What follows belongs to an exercise in optimizing a design on an open flow for small area, a short achievable clock period and few clock cycles; a production flow would make more cautious choices.
No functional check of the RTL was part of any run shown here.
Power figures rest on the tool's default switching activity, not on a simulated workload.

File: design/flow/config.mk
export PLATFORM = sky130hd
export DESIGN_NAME = ascii_codec
export DESIGN_NICKNAME = ascii_codec
export VERILOG_FILES = /design/flow/design.v
export SDC_FILE = /design/flow/constraint.sdc
export NUM_CORES = 4
export LEC_CHECK = 0
export CAP_MARGIN = 20
export CORE_MARGIN = 2
export CORE_UTILIZATION = 40
export SLEW_MARGIN = 20
File: design/flow/constraint.sdc
create_clock -name core_clock -period 28.0 [get_ports {clk}]
set_input_delay 5.6000 -clock core_clock [delete_from_list [all_inputs] [get_ports {clk}]]
set_output_delay 5.6000 -clock core_clock [all_outputs]
set_load 0.01 [all_outputs]
File: design/flow/design.v
module ascii_codec (
    input  wire        clk,
    input  wire        rst,
    input  wire        cmd_valid,
    output wire        cmd_ready,
    input  wire [1:0]  cmd_op,
    input  wire [15:0] cmd_len,
    input  wire        in_valid,
    output wire        in_ready,
    input  wire [7:0]  in_data,
    output wire        out_valid,
    input  wire        out_ready,
    output wire [7:0]  out_data,
    output wire        done,
    output wire [7:0]  err_code
);
    localparam OP_AHXD = 2'd0;
    localparam OP_AHXE = 2'd1;
    localparam OP_A85D = 2'd2;
    localparam OP_A85E = 2'd3;
    reg        busy;             
    reg        cmd_rdy;          
    reg        in_rdy;
    reg        done_r;
    reg [1:0]  op;
    reg [15:0] rem;              
    reg [7:0]  f0, f1;           
    reg        f0v, f1v;
    reg        stopped;          
    reg        e0, e1, e4;       
    reg        hv;               
    reg [3:0]  hn;
    reg        tilde;            
    reg [2:0]  gcnt;             
    reg        padding;          
    reg        dpad, epad;       
    reg [2:0]  pad_n;            
    reg        gstart;           
    reg [34:0] dg;               
    reg        zf;               
    reg        mv;               
    reg        mvz;              
    reg [2:0]  mvk;              
    reg        tailp;            
    reg [7:0]  ob0, ob1, ob2, ob3, ob4, ob5;    
    reg [2:0]  occ;
    reg        ov;               
    assign cmd_ready = cmd_rdy;
    assign in_ready  = in_rdy;
    assign out_valid = ov;
    assign out_data  = ob0;
    assign done      = done_r;
    assign err_code  = {3'b000, e4, 2'b00, e1, e0};
    wire in_fire  = in_valid & in_rdy;
    wire fire     = ov & out_ready;
    wire [15:0] rem_dec = rem - 16'd1;
    wire        rem_z   = (rem == 16'd0);
    wire        rem_1   = (rem == 16'd1);
    wire [15:0] rem_nx  = in_fire ? rem_dec : rem;
    wire        rem_nz_nx = in_fire ? !rem_1 : !rem_z;
    wire can_push = (occ[2:1] == 2'b00);        
    wire [7:0] c = f0;
    wire is_ws = (c == 8'h09) || (c == 8'h0A) || (c == 8'h0C) || (c == 8'h0D) || (c == 8'h20);
    reg       is_hex;
    reg [3:0] hex_val;
    always @(*) begin
        is_hex  = 1'b1;
        hex_val = c[3:0];
        if (c >= 8'h30 && c <= 8'h39)      hex_val = c[3:0];
        else if (c >= 8'h41 && c <= 8'h46) hex_val = c[3:0] + 4'd9;
        else if (c >= 8'h61 && c <= 8'h66) hex_val = c[3:0] + 4'd9;
        else                               is_hex  = 1'b0;
    end
    wire       is_a85_digit = (c >= 8'h21) && (c <= 8'h75);
    function [7:0] hexch(input [3:0] v);
        hexch = (v < 4'd10) ? (8'h30 + {4'd0, v}) : (8'h57 + {4'd0, v});
    endfunction
    wire [25:0] acc     = dg[25:0];
    wire [6:0]  dd      = dpad ? 7'd84 : (c[6:0] - 7'd33);
    wire [32:0] acc33   = {7'd0, acc};
    wire [32:0] acc_nx  = (acc33 << 6) + (acc33 << 4) + (acc33 << 2) + acc33 + {26'd0, dd};
    wire        acc_ovf = acc_nx[32];
    wire [7:0]  hb   = epad ? 8'd0 : c;
    wire [34:0] dsrc = gstart ? 35'd0 : dg;
    function [6:0] mod85(input [8:0] t, input [1:0] q);
        mod85 = t[6:0] + ((q == 2'd0) ? 7'd0 : (q == 2'd1) ? 7'd43 : (q == 2'd2) ? 7'd86 : 7'd1);
    endfunction
    function [1:0] div85(input [8:0] t);
        div85 = (t >= 9'd255) ? 2'd3 : (t >= 9'd170) ? 2'd2 : (t >= 9'd85) ? 2'd1 : 2'd0;
    endfunction
    function [8:0] tsum(input [6:0] w, input [6:0] u);
        tsum = {2'd0, w} + {1'b0, u, 1'b0} + {2'd0, u};
    endfunction
    function [6:0] addk(input [6:0] m, input [1:0] k, input o);
        reg [6:0] mk;
        begin
            mk = (k == 2'd0) ? m : (k == 2'd1) ? m + 7'd1 : (k == 2'd2) ? m + 7'd2 : m + 7'd3;
            addk = o ? {5'd0, mk[1:0] - 2'd1} : mk;
        end
    endfunction
    function wrap(input [8:0] t, input [1:0] k);
        reg [6:0] m;
        begin
            m = t[6:0];
            case (k)
                2'd0: wrap = 1'b0;
                2'd1: wrap = (t == 9'd84) || (t == 9'd169) || (t == 9'd254);
                2'd2: wrap = (t == 9'd83) || (t == 9'd84) || (t == 9'd168) || (t == 9'd169)
                          || (t == 9'd253) || (t == 9'd254);
                default: wrap = (t == 9'd82) || (t == 9'd83) || (t == 9'd84) || (t == 9'd167)
                          || (t == 9'd168) || (t == 9'd169) || (t == 9'd252) || (t == 9'd253)
                          || (t == 9'd254);
            endcase
        end
    endfunction
    wire [6:0] d0 = dsrc[6:0],   d1 = dsrc[13:7],  d2 = dsrc[20:14];
    wire [6:0] d3 = dsrc[27:21], d4 = dsrc[34:28];
    wire [8:0] t0 = {2'd0, d0} + {1'b0, hb};
    wire [8:0] t1 = tsum(d1, d0), t2 = tsum(d2, d1), t3 = tsum(d3, d2), t4 = tsum(d4, d3);
    wire [1:0] q0 = div85(t0), q1 = div85(t1), q2 = div85(t2), q3 = div85(t3), q4 = div85(t4);
    wire [6:0] m0 = mod85(t0, q0), m1 = mod85(t1, q1), m2 = mod85(t2, q2);
    wire [6:0] m3 = mod85(t3, q3), m4 = mod85(t4, q4);
    wire [1:0] k0 = q0;
    wire       o1 = wrap(t1, k0);
    wire [1:0] k1 = o1 ? q1 + 2'd1 : q1;
    wire       o2 = wrap(t2, k1);
    wire [1:0] k2 = o2 ? q2 + 2'd1 : q2;
    wire       o3 = wrap(t3, k2);
    wire [1:0] k3 = o3 ? q3 + 2'd1 : q3;
    wire       o4 = wrap(t4, k3);
    wire [34:0] dg_nx = {addk(m4, k3, o4), addk(m3, k2, o3), addk(m2, k1, o2), addk(m1, k0, o1), m0};
    reg        pcons;            
    reg        push;             
    reg [2:0]  pk;
    reg [7:0]  P0, P1, P2, P3, P4;
    reg        stopped_n, e0_n, e1_n, e4_n;
    reg        hv_n;  reg [3:0] hn_n;
    reg        tilde_n; reg [2:0] gcnt_n;
    reg        padding_n; reg [2:0] pad_n_n;
    reg [34:0] dg_n; reg zf_n, mv_n, mvz_n, tailp_n; reg [2:0] mvk_n;
    reg        dfree;
    reg        pend;             
    always @(*) begin
        pcons = 1'b0; push = 1'b0; pk = 3'd1;
        P0 = 8'd0; P1 = 8'd0; P2 = 8'd0; P3 = 8'd0; P4 = 8'd0;
        stopped_n = stopped; e0_n = e0; e1_n = e1; e4_n = e4;
        hv_n = hv; hn_n = hn;
        tilde_n = tilde; gcnt_n = gcnt;
        padding_n = padding; pad_n_n = pad_n;
        dg_n = dg; zf_n = zf; mv_n = mv; mvz_n = mvz; tailp_n = tailp; mvk_n = mvk;
        dfree = 1'b0;
        pend  = 1'b0;
        if (busy) begin
            if (stopped) pcons = f0v;
            case (op)
            OP_AHXD: begin
                if (!stopped) begin
                    if (f0v) begin
                        if (c == 8'h3E) begin
                            if (!hv || can_push) begin
                                pcons = 1'b1;
                                stopped_n = 1'b1;
                                push = hv;
                                P0 = {hn, 4'd0};
                            end
                        end else if (is_ws) begin
                            pcons = 1'b1;
                        end else if (is_hex) begin
                            if (hv) begin
                                if (can_push) begin
                                    pcons = 1'b1;
                                    push = 1'b1;
                                    P0 = {hn, hex_val};
                                    hv_n = 1'b0;
                                end
                            end else begin
                                pcons = 1'b1;
                                hn_n = hex_val;
                                hv_n = 1'b1;
                            end
                        end else begin
                            pcons = 1'b1;
                            stopped_n = 1'b1;
                            e1_n = 1'b1;                     
                        end
                    end else if (rem_z) begin
                        stopped_n = 1'b1;
                        e0_n = 1'b1;                         
                    end
                end
            end
            OP_AHXE: begin
                P0 = hexch(c[7:4]);
                P1 = hexch(c[3:0]);
                pk = 3'd2;
                if (!stopped) begin
                    if (f0v) begin
                        if (can_push) begin
                            pcons = 1'b1;
                            push = 1'b1;
                        end
                    end else if (rem_z) begin
                        if (can_push) begin
                            push = 1'b1;
                            pk = 3'd1;
                            P0 = 8'h3E;
                            stopped_n = 1'b1;
                        end
                    end
                end
            end
            OP_A85D: begin
                P0 = acc_nx[31:24];
                P1 = acc_nx[23:16];
                P2 = acc_nx[15:8];
                P3 = acc_nx[7:0];
                pk = 3'd4;
                pend = padding;
                if (padding) begin
                    if (gcnt == 3'd4) begin
                        if (can_push) begin
                            if (acc_ovf) begin
                                e1_n = 1'b1; e4_n = 1'b1;    
                            end else begin
                                push = (pad_n != 3'd1);
                                pk = pad_n - 3'd1;
                            end
                            padding_n = 1'b0;
                            gcnt_n = 3'd0;
                        end
                    end else begin
                        dg_n = {9'd0, acc_nx[25:0]};
                        gcnt_n = gcnt + 3'd1;
                    end
                end else if (!stopped) begin
                    if (f0v) begin
                        if (tilde) begin
                            pcons = 1'b1;
                            if (is_ws) begin
                            end else if (c == 8'h3E) begin
                                stopped_n = 1'b1;
                                if (gcnt != 3'd0) begin
                                    padding_n = 1'b1;
                                    pad_n_n = gcnt;
                                end
                            end else begin
                                stopped_n = 1'b1;
                                e4_n = 1'b1;                 
                            end
                        end else if (is_ws) begin
                            pcons = 1'b1;
                        end else if (c == 8'h7E) begin
                            pcons = 1'b1;
                            tilde_n = 1'b1;
                        end else if (c == 8'h7A) begin
                            if (gcnt != 3'd0) begin
                                pcons = 1'b1;
                                stopped_n = 1'b1;
                                e0_n = 1'b1; e1_n = 1'b1; e4_n = 1'b1;   
                            end else if (can_push) begin
                                pcons = 1'b1;
                                push = 1'b1;
                                P0 = 8'd0; P1 = 8'd0; P2 = 8'd0; P3 = 8'd0;
                            end
                        end else if (is_a85_digit) begin
                            if (gcnt == 3'd4) begin
                                if (can_push) begin
                                    pcons = 1'b1;
                                    if (acc_ovf) begin
                                        stopped_n = 1'b1;
                                        e1_n = 1'b1; e4_n = 1'b1;    
                                    end else begin
                                        push = 1'b1;
                                    end
                                    gcnt_n = 3'd0;
                                    dg_n = 35'd0;
                                end
                            end else begin
                                pcons = 1'b1;
                                dg_n = {9'd0, acc_nx[25:0]};
                                gcnt_n = gcnt + 3'd1;
                            end
                        end else begin
                            pcons = 1'b1;
                            stopped_n = 1'b1;
                            e4_n = 1'b1;                     
                        end
                    end else if (rem_z) begin
                        stopped_n = 1'b1;
                        if (tilde) begin
                            e0_n = 1'b1; e4_n = 1'b1;        
                        end else if (gcnt != 3'd0) begin
                            padding_n = 1'b1;
                            pad_n_n = gcnt;
                        end
                    end
                end
            end
            OP_A85E: begin
                pend = padding | mv | tailp;
                if (mv) begin
                    if (mvz && zf) begin
                        P0 = 8'h7A;
                        pk = 3'd1;
                    end else begin
                        P0 = {1'b0, dg[34:28]} + 8'd33;
                        P1 = {1'b0, dg[27:21]} + 8'd33;
                        P2 = {1'b0, dg[20:14]} + 8'd33;
                        P3 = {1'b0, dg[13:7]}  + 8'd33;
                        P4 = {1'b0, dg[6:0]}   + 8'd33;
                        pk = mvk;
                    end
                    if (can_push) begin
                        push = 1'b1;
                        mv_n = 1'b0;
                    end
                end else begin
                    P0 = 8'h7E;
                    P1 = 8'h3E;
                    pk = 3'd2;
                    if (tailp && can_push) begin
                        push = 1'b1;
                        tailp_n = 1'b0;
                    end
                end
                dfree = !mv || can_push;
                if (padding) begin
                    if (dfree) begin
                        dg_n = dg_nx;
                        if (gcnt == 3'd3) begin
                            gcnt_n = 3'd0;
                            padding_n = 1'b0;
                            mv_n = 1'b1;
                            mvz_n = 1'b0;
                            mvk_n = pad_n;
                            tailp_n = 1'b1;
                        end else begin
                            gcnt_n = gcnt + 3'd1;
                        end
                    end
                end else if (!stopped) begin
                    if (f0v) begin
                        if (dfree) begin
                            pcons = 1'b1;
                            dg_n = dg_nx;
                            zf_n = (gstart || zf) && (c == 8'd0);
                            if (gcnt == 3'd3) begin
                                gcnt_n = 3'd0;
                                mv_n = 1'b1;
                                mvz_n = 1'b1;
                                mvk_n = 3'd5;
                            end else begin
                                gcnt_n = gcnt + 3'd1;
                            end
                        end
                    end else if (rem_z) begin
                        stopped_n = 1'b1;
                        if (gcnt != 3'd0) begin
                            padding_n = 1'b1;
                            pad_n_n = gcnt + 3'd1;
                        end else begin
                            tailp_n = 1'b1;
                        end
                    end
                end
            end
            endcase
        end
    end
    wire [6:0] occ_gt;                           
    assign occ_gt = {1'b0, occ == 3'd6, occ >= 3'd5, occ >= 3'd4, occ >= 3'd3, occ >= 3'd2, occ >= 3'd1};
    wire       b0_f = (occ[2:1] == 2'b00);       
    wire       b0_n = (occ == 3'd0);
    function [7:0] slot(input j_gt, input j1_gt, input [7:0] cur, input [7:0] nxt,
                        input [7:0] pj, input [7:0] pjm1);
        reg [7:0] vf, vn;
        begin
            vf = j1_gt ? nxt : (b0_f ? pj : pjm1);
            vn = j_gt  ? cur : (b0_n ? pj : pjm1);
            slot = out_ready ? vf : vn;
        end
    endfunction
    wire [2:0] pkk    = push ? pk : 3'd0;
    wire [2:0] occ_p  = occ + pkk;
    wire [2:0] occ_m  = b0_n ? pkk : occ + pkk - 3'd1;
    wire [2:0] occ_nx = out_ready ? occ_m : occ_p;
    wire       ov_nx  = out_ready ? (occ_m != 3'd0) : (occ_p != 3'd0);
    wire [1:0] fin_cnt = {pcons ? (f1v & in_fire) : (f1v | (f0v & in_fire)), 1'b0};
    wire finish = busy && stopped && !pend && rem_z && !f1v
                  && ((occ == 3'd0) || ((occ == 3'd1) && out_ready));
    always @(posedge clk) begin
        if (rst) begin
            busy    <= 1'b0;
            cmd_rdy <= 1'b1;
            in_rdy  <= 1'b0;
            done_r  <= 1'b0;
            f0v     <= 1'b0;
            f1v     <= 1'b0;
            occ     <= 3'd0;
            ov      <= 1'b0;
        end else begin
            occ <= occ_nx;
            ov  <= ov_nx;
            if (pcons) begin
                f0v <= f1v | in_fire;
                f1v <= f1v & in_fire;
            end else begin
                f0v <= f0v | in_fire;
                f1v <= f1v | (f0v & in_fire);
            end
            done_r <= finish;
            if (!busy) begin
                if (cmd_valid) begin
                    busy    <= 1'b1;
                    cmd_rdy <= 1'b0;
                    in_rdy  <= (cmd_len != 16'd0);
                end
            end else begin
                in_rdy <= rem_nz_nx && !fin_cnt[1];
                if (finish) begin
                    busy    <= 1'b0;
                    cmd_rdy <= 1'b1;
                end
            end
        end
    end
    always @(posedge clk) begin
        ob0 <= slot(occ_gt[0], occ_gt[1], ob0, ob1, P0, P0);
        ob1 <= slot(occ_gt[1], occ_gt[2], ob1, ob2, P1, P0);
        ob2 <= slot(occ_gt[2], occ_gt[3], ob2, ob3, P2, P1);
        ob3 <= slot(occ_gt[3], occ_gt[4], ob3, ob4, P3, P2);
        ob4 <= slot(occ_gt[4], occ_gt[5], ob4, ob5, P4, P3);
        ob5 <= slot(occ_gt[5], occ_gt[6], ob5, ob5, P4, P4);
        f0 <= (pcons ? !f1v : !f0v) ? in_data : (pcons ? f1 : f0);
        f1 <= (pcons || !f1v) ? in_data : f1;
        rem <= rem_nx;
        stopped <= stopped_n;
        e0 <= e0_n; e1 <= e1_n; e4 <= e4_n;
        hv <= hv_n; hn <= hn_n;
        tilde <= tilde_n; gcnt <= gcnt_n;
        padding <= padding_n; pad_n <= pad_n_n;
        dpad <= padding_n && (op == OP_A85D);
        epad <= padding_n && (op == OP_A85E);
        dg <= dg_n; gstart <= (gcnt_n == 3'd0); zf <= zf_n; mv <= mv_n; mvz <= mvz_n; mvk <= mvk_n; tailp <= tailp_n;
        if (!busy) begin
            op      <= cmd_op;
            rem     <= cmd_len;
            stopped <= 1'b0;
            e0 <= 1'b0; e1 <= 1'b0; e4 <= 1'b0;
            hv      <= 1'b0;
            tilde   <= 1'b0;
            gcnt    <= 3'd0;
            gstart  <= 1'b1;
            dg      <= 35'd0;
            padding <= 1'b0;
            dpad    <= 1'b0;
            epad    <= 1'b0;
            mv      <= 1'b0;
            tailp   <= 1'b0;
        end
    end
endmodule
File: design/flow/flow/run.sh
#!/bin/bash
# The standard layout, with the repair steps aiming for extra setup slack
# (the SDC and the clock period are the design's, unchanged).
set -euo pipefail
bash standard.sh SETUP_SLACK_MARGIN=21 finish > standard_flow.log 2>&1
File: design/flow/standard.sh
#!/bin/bash
# synth_recipe.tcl (not shown) runs the flow's synth.tcl, then flattens the netlist and writes it again
# the make line also repeats each setting of config.mk as NAME=value (left out here)
make -C /OpenROAD-flow-scripts/flow DESIGN_CONFIG=/design/flow/config.mk WORK_HOME=/design/flow/orfs CLKGATE_MAP_FILE= SYNTH_SCRIPT=/design/flow/synth_recipe.tcl "${@:-finish}"
==> results of run 1 <==
per-layer routing:
metal,part of all wire,GRT usage,vias to the layer above
li1,-,-,8571
met1,0.45,0.342,8833
met2,0.45,0.390,706
met3,0.068,0.0282,114
met4,0.029,0.0791,0
met5,0,0,-
cell usage after synthesis (12+ instances only):
master      n
nor3_1     54
xnor2_1   116
nor4_1     26
nor2b_1    50
edfxtp_1   94
nor2_1    249
nand2_1   164
a21o_1     50
inv_1     117
ha_1      194
nor3b_1    12
a221oi_1   21
o21ai_0   133
clkbuf_1   81
fa_1       77
a22oi_1    28
dfxtp_1    60
o31ai_1    14
o21a_1     24
and3_1     14
a211oi_1   33
nand3_1    58
nand2b_1   33
a21oi_1   192
nand4_1    17
o22ai_1    17
xor2_1     41
o21bai_1   20
o211ai_1   18
mux2_2     16
a31oi_1    23
cell families after synthesis:
group           Yosys count  synth area share
simple gates            762             0.195
other cells               1          0.000194
xor+xnor                159            0.0730
mux                      26            0.0154
fa+ha+maj               271             0.205
compound gates          727             0.254
buf+inv                 236            0.0494
flops                   154             0.208
cell type report:
class                           count  area [um2]  share of cell area
Clock buffer                       17         425              0.0201
Tap cell                          615         769              0.0363
Timing Repair Buffer               76         769              0.0363
Clock inverter                     15         181             0.00856
Inverter                          122         462              0.0218
Sequential cell                   154        4040               0.191
Multi-Input combinational cell   1950       14600               0.686
power groups by stage:
stage          Sequential [uW]  Combinational (uW)  Clock [uW]
3_3_place_gp               283                 196           0
3_5_place_dp               283                 198           0
2_1_floorplan              273                 141           0
6_report                   278                 212         247
4_1_cts                    277                 203         248
5_1_grt                    280                 231         257
registers in the layout, summed over array words and instances (netlist names), 2 cells and up:
| name | flops |
|---|---|
| rem | 16 |
| f0 | 8 |
| dg | 35 |
| f1 | 8 |
| ob5 | 8 |
| ob1 | 8 |
| ob3 | 8 |
| ob2 | 8 |
| hn | 4 |
| ob0 | 8 |
| op | 2 |
| gcnt | 3 |
| mvk | 3 |
| ob4 | 8 |
| occ | 3 |
| pad_n | 3 |
path summary, 6_finish.rpt:
path	startpoint	end	cells past startpoint	slack (ns)
max	ob0[5]	out_data[5]	1	21.05
min	e4	e4	1	0.49
max reg2reg	gstart	dg[29]	28	21.38
min reg2reg	e4	e4	1	0.49
what timing repair did:
item | CTS | global route
cloned | 1 | 2
endpoints found under the setup margin | 72 | 23
buffers inserted | 6 | 3
endpoints found under the hold margin | 0 | 0
gates resized for setup | 16 | 39
pin swaps | 1 | 3
stage by stage:
step	power, uW	hold WS [ns]	instances
3_5_place_dp	481	0.468	2905
5_1_grt	768	0.500	2949
2_1_floorplan	415	0.438	2340
4_1_cts	729	0.489	2944
3_3_place_gp	479	0.456	2905
6_report	737	0.486	2949
==> flow_metrics.py, run 1 <==
metrics = {
    "grt": {
        "grt_max_degree": 55,
        "grt_pass1_wl_um": 96500,
        "antenna_found_initial": 0,
        "first_global_vias": 17300,
        "overflow": 0,
        "grt_usage": 0.244,
    },
    "critical_path": {
        "critPathMaxStageDelay_ns": 0.54,
        "cp.required_ns": 22.40,
        "path_cells": "clkdlybuf4s50_1",
        "crit_slowest_cell": "clkdlybuf4s50_1",
        "crit_path_end_kind": "output pin",
        "critPathBufInv": 1,
        "cp-start-kind": "flop",
        "critical_path_class": "reg2out",
        "critical_path.top_delay_family": "buffers and inverters",
        "cp_max_fo": 1,
        "worstPathArrival_ns": 1.35,
    },
    "pwr": {
        "sw_frac_of_total": 0.357,
        "p_seq_frac": 0.377,
        "power_switching_uw": 263,
        "p_comb_frac": 0.288,
        "clkPwrFrac": 0.335,
        "leakagePower_uw": 0.00886,
        "irDropWorstVdd_uv": 40.0,
        "pwr_density_cell_nw_per_um2": 34.8,
        "internal_power_uw": 474,
    },
    "clocking": {
        "clk_latency_ns": 0.46,
        "htree_levels": 4,
        "clock_path_buffers": 2,
        "cts_tree": "done",
        "ctsHoldBuffers": 0,
        "clk_pin_slew_worst_paths_ns": 0.07,
        "cts.sinks": 154,
        "root_buffer": "clkbuf_16",
        "tritoncts.num_buffers": 17,
    },
    "detailed_routing": {
        "first_iter_violations": 1616,
        "drc": 0,
        "wl_per_cell_um": 21.3,
        "finalWirelength_um": 62700,
        "first_pass_iters": 6,
        "ant_nets": 0,
        "vias": 18200,
        "vias_per_cell": 6.18,
    },
    "floorplanning": {
        "dieWidth_um": 224,
        "core_area_um2": 47700,
        "ioPinCount": 51,
        "initial_core_util": 0.406,
        "rows": 80,
        "die_y_um": 224,
        "die-area_um2": 50200,
    },
    "logic_synthesis": {
        "ys_warn_count": 1,
        "synth_seq_area_share": 0.208,
        "synth_area_um2": 19400,
        "synth_top_area_share": 0.146,
        "synth-main-ff-cell": "edfxtp_1",
        "synth-seq-cells": 154,
        "ys_top_cells_by_area": "edfxtp_1 (15%), ha_1 (13%), fa_1 (8.0%)",
        "syn_inst": 2336,
        "synth.avg_cell_area_um2": 8.29,
        "ys_types": 112,
        "synth_largest_area_cell": "edfxtp_1",
        "synthArstFlopShare": 0,
        "synth_edf_count": 94,
    },
    "placement": {
        "place_area_um2": 20300,
        "dp_slack_ns": 20.03,
        "portBuffers": 45,
        "dp_hpwl_um": 48100,
        "gp_congestion": 0.936,
    },
    "final_layout": {
        "nets": 2623,
        "postLayoutCellArea_um2": 21200,
        "mostFrequentLayoutCells": "nor2_1 (246), ha_1 (191), a21oi_1 (190)",
        "finish.utilization": 0.444,
        "n_antenna_cell": 0,
        "n_fill_cell": 4660,
        "area.growth.synth_to_final_pct": 9.47,
        "mostFrequentLayoutCell": "nor2_1",
        "drive_gt1_frac": 0.0771,
    },
    "sta": {
        "tns_ns": 0,
        "fin_skew_ns": 0.0109,
        "max_freq_ghz": 0.144,
        "fin_ws_ns": 21.05,
        "slew_violations": 0,
        "slew_headroom": 0.259,
        "period_needed_ns": 6.95,
        "hold_viol": 0,
        "rsz0062_at_grt": "no",
        "period_share": 0.248,
        "worst_pin_slew_ns": 1.10,
        "setup_viol": 0,
    },
    "run_status": {
        "status": "complete, no violations",
    },
    "min_path": {
        "worstHoldPathType": "reg2reg",
    },
    "run": {
        "cap_violations": 0,
    },
}
==> run 2: changes to the inputs <==
--- a/design/flow/design.v
+++ b/design/flow/design.v
@@ -90,10 +90,16 @@
     endfunction
     function [8:0] tsum(input [6:0] w, input [6:0] u);
-        tsum = {2'd0, w} + {1'b0, u, 1'b0} + {2'd0, u};
+        reg [7:0] x, y, z, s, cy;
+        begin
+            x = {1'b0, w}; y = {u, 1'b0}; z = {1'b0, u};
+            s  = x ^ y ^ z;
+            cy = (x & y) | (x & z) | (y & z);
+            tsum = {1'b0, s} + {cy, 1'b0};
+        end
     endfunction
     function [6:0] addk(input [6:0] m, input [1:0] k, input o);
         reg [6:0] mk;
         begin
-            mk = (k == 2'd0) ? m : (k == 2'd1) ? m + 7'd1 : (k == 2'd2) ? m + 7'd2 : m + 7'd3;
+            mk = m + {5'd0, k};
             addk = o ? {5'd0, mk[1:0] - 2'd1} : mk;
         end
==> design/flow/flow/run.sh (replaced) <==
#!/bin/bash
# The standard layout, with two changes to how it is made (the SDC, clock
# period and every other setting are the design's):
#  - every port still gets a buffer, but a plain buf_2 rather than the slow
#    delay buffer buffer_ports picks by default;
#  - the repair steps aim for extra setup slack.
set -euo pipefail
bash standard.sh "BUFFER_PORTS_ARGS=-buffer_cell sky130_fd_sc_hd__buf_2" SETUP_SLACK_MARGIN=21 finish > standard_flow.log 2>&1
==> flow_metrics.py, run 2 <==
metrics = {
    "critical_path": {
        "worstPathArrival_ns": 7.55,
        "critical_path_class": "reg2reg",
        "cp_max_fo": 13,
        "crit_slowest_cell": "dfxtp_1",
        "cp.required_ns": 28.33,
        "cp-start-kind": "flop",
        "critPathMaxStageDelay_ns": 0.76,
        "crit_path_end_kind": "flop",
        "critPathMostFrequentCell": "xnor2_1",
        "critical_path.top_delay_family": "compound AO/OA/AOI/OAI gates",
        "critPathBufInv": 2,
    },
    "clocking": {
        "clock_path_buffers": 2,
        "htree_levels": 4,
        "root_buffer": "clkbuf_16",
        "clk_latency_ns": 0.45,
        "cts.sinks": 154,
        "tritoncts.num_buffers": 17,
        "cts_tree": "done",
        "clk_pin_slew_worst_paths_ns": 0.07,
    },
    "floorplanning": {
        "die-area_um2": 47700,
        "ioPinCount": 51,
        "initial_core_util": 0.406,
        "dieWidth_um": 218,
        "rows": 78,
        "core_area_um2": 45400,
        "die_y_um": 218,
    },
    "logic_synthesis": {
        "synth_seq_area_share": 0.219,
        "ys_warn_count": 1,
        "synth-seq-cells": 154,
        "synth-main-ff-cell": "edfxtp_1",
        "synth_top_area_share": 0.153,
        "synth_edf_count": 94,
        "yosys.area_share.adder": 0.214,
        "yosysMostFrequentCell": "nor2_1",
        "synthTopCellsByCount": "nor2_1 (213), ha_1 (187), nand2_1 (181), a21oi_1 (163), o21ai_0 (130)",
        "synthSimpleGateAreaFrac": 0.186,
        "syn_inst": 2199,
        "synth_compound_area_frac": 0.244,
        "ys_types": 103,
        "synth.mux.area_fraction": 0.0118,
        "synthArstFlopShare": 0,
        "synth_top_family_by_area": "compound AO/OA/AOI/OAI gates",
        "ys_top_cells_by_area": "edfxtp_1 (15%), ha_1 (13%), fa_1 (8.7%)",
        "synth_area_um2": 18400,
        "synth.avg_cell_area_um2": 8.37,
        "synth_largest_area_cell": "edfxtp_1",
        "synth-xor-area-share": 0.0738,
    },
    "pwr": {
        "clkPwrFrac": 0.323,
        "power_switching_uw": 270,
        "p_seq_frac": 0.370,
        "p_comb_frac": 0.307,
        "sw_frac_of_total": 0.358,
        "internal_power_uw": 485,
        "power_uw": 755,
        "irDropWorstVdd_uv": 30.9,
        "pwr_density_cell_nw_per_um2": 37.0,
        "leakagePower_uw": 0.00894,
    },
    "sta": {
        "period_share": 0.258,
        "hold_viol": 0,
        "slew_headroom": 0.251,
        "tns_ns": 0,
        "period_needed_ns": 7.22,
        "whs_ns": 0.471,
        "max_freq_ghz": 0.138,
        "setup_viol": 0,
        "worst_pin_slew_ns": 1.11,
        "rsz0062_at_grt": "yes",
        "fin_skew_ns": 0.0125,
        "slew_violations": 0,
    },
    "final_layout": {
        "area.growth.synth_to_final_pct": 11.0,
        "nets": 2507,
        "n_fill_cell": 4472,
        "reg.largest.list": "dg x35, rem x16",
        "drive_gt1_frac": 0.127,
        "finish.utilization": 0.450,
        "mostFrequentLayoutCells": "nor2_1 (208), ha_1 (180), nand2_1 (178)",
        "largest_reg_flops": 35,
        "largest-register": "dg",
        "postLayoutCellArea_um2": 20400,
        "mostFrequentLayoutCell": "nor2_1",
        "n_antenna_cell": 0,
    },
    "grt": {
        "grt_usage": 0.246,
        "overflow": 0,
        "grt_busiest_layer": "met2",
        "grt_max_degree": 59,
        "antenna_found_initial": 0,
        "first_global_vias": 16100,
        "grt_use_met1": 0.346,
        "use_met3": 0.0431,
        "grt_pass1_wl_um": 91900,
        "grt_use_met2": 0.387,
    },
    "min_path": {
        "worstHoldPathType": "reg2reg",
    },
    "detailed_routing": {
        "vias_per_cell": 6.10,
        "wl_per_cell_um": 21.0,
        "first_iter_violations": 1749,
        "finalWirelength_um": 59100,
        "first_pass_iters": 5,
        "drc": 0,
        "ant_nets": 0,
        "vias": 17200,
    },
    "placement": {
        "place_area_um2": 19200,
        "portBuffers": 45,
        "gp_congestion": 0.922,
        "dp_hpwl_um": 45000,
    },
    "run": {
        "cap_violations": 0,
    },
    "run_status": {
        "status": "complete, no violations",
    },
}
[run 2: cells by family (layout without fill, tap and decap cells)]
group / Yosys count / in the layout
AOI/OAI and AO/OA: 667 / 667
xor gates and xnor gates: 155 / 155
adders and majority gates: 267 / 267
buffers and inverters: 229 / 248
DFF: 154 / 154
muxes: 19 / 19
other: 1 / 5
and+or+nand+nor: 707 / 707
[run 2: what timing repair did]
item | CTS | global route
endpoints found under the setup margin | 34 | 39
pin swaps | 18 | 25
resized for setup | 37 | 54
hold buffers | 0 | 0
buffers inserted | 22 | 16
[run 2: layout make-up]
| cell class | count | area [um2] | area share |
|---|---|---|---|
| flip-flops and latches | 154 | 4060 | 0.199 |
| clock inverters | 10 | 115 | 0.00564 |
| inverters | 115 | 438 | 0.0214 |
| well taps | 600 | 751 | 0.0368 |
| clock buffers | 22 | 484 | 0.0237 |
| multi-input cells | 1820 | 13900 | 0.680 |
| repair buffers | 101 | 687 | 0.0336 |
[run 2: power by group through the flow]
stage / clock network (uW) / registers (uW) / logic (uW)
2_1_floorplan: 0 / 276 / 154
3_3_place_gp: 0 / 287 / 207
3_5_place_dp: 0 / 288 / 210
4_1_cts: 246 / 279 / 223
5_1_grt: 253 / 282 / 252
6_report: 244 / 279 / 232
[run 2: stage by stage]
stage	setup WS, ns	cells
floorplan	20.89	2203
global placement	20.41	2752
detailed placement	20.20	2752
CTS	20.86	2806
global route	20.48	2822
finish	20.78	2822
[run 2: final timing paths]
check,start,to,slack (ns),cells past startpoint
worst min register to register,e4,e4,0.47,2
worst max-delay path,dg[8],dg[34],20.78,27
worst min-delay path,e4,e4,0.47,2
worst max register to register,dg[8],dg[34],20.78,27
[run 2: tightest hold or removal path: cells and delay by family, from the launching register on]
kind	cells	cell delay, ns
flip-flops	1	0.32
AND/OR/NAND/NOR	2	0.12
[run 2: routing by layer]
| layer | wire length (um) | share of wire | vias to the layer above |
|---|---|---|---|
| li1 | - | - | 8086 |
| met1 | 26800 | 0.45 | 8411 |
| met2 | 26900 | 0.45 | 646 |
| met3 | 4220 | 0.071 | 76 |
| met4 | 1240 | 0.021 | 0 |
| met5 | 0 | 0 | - |

## what the ideal ports hide
How much do the figures lean on ideal ports? The routed layouts below were timed once more, with nothing changed but the port constraints.
Step 1 assumes that a clkbuf_16 drives the clock port and a buf_2 every other input.
Step 2 moves the port delays by t, midway between the first and last clock arrival at a register: inputs arrive t later, outputs are due t later. That takes back most of the time a late clock gives input paths.
a / b / c = no drivers / after step 1 / after step 2; a / b = the first two.
| run | shift t [ns] | setup slack, ns | cell pins on the clock port's net |
|---|---|---|---|
| run 1 | 0.514 | 21.052 / 20.996 / 20.640 | 1 |
| run 2 | 0.489 | 20.779 / 20.779 / 20.608 | 1 |
After both steps every run listed still meets setup and hold. For run 1, which loses most, drivers alone change the setup slack by -0.056 ns; drivers and shift together by -0.412 ns.
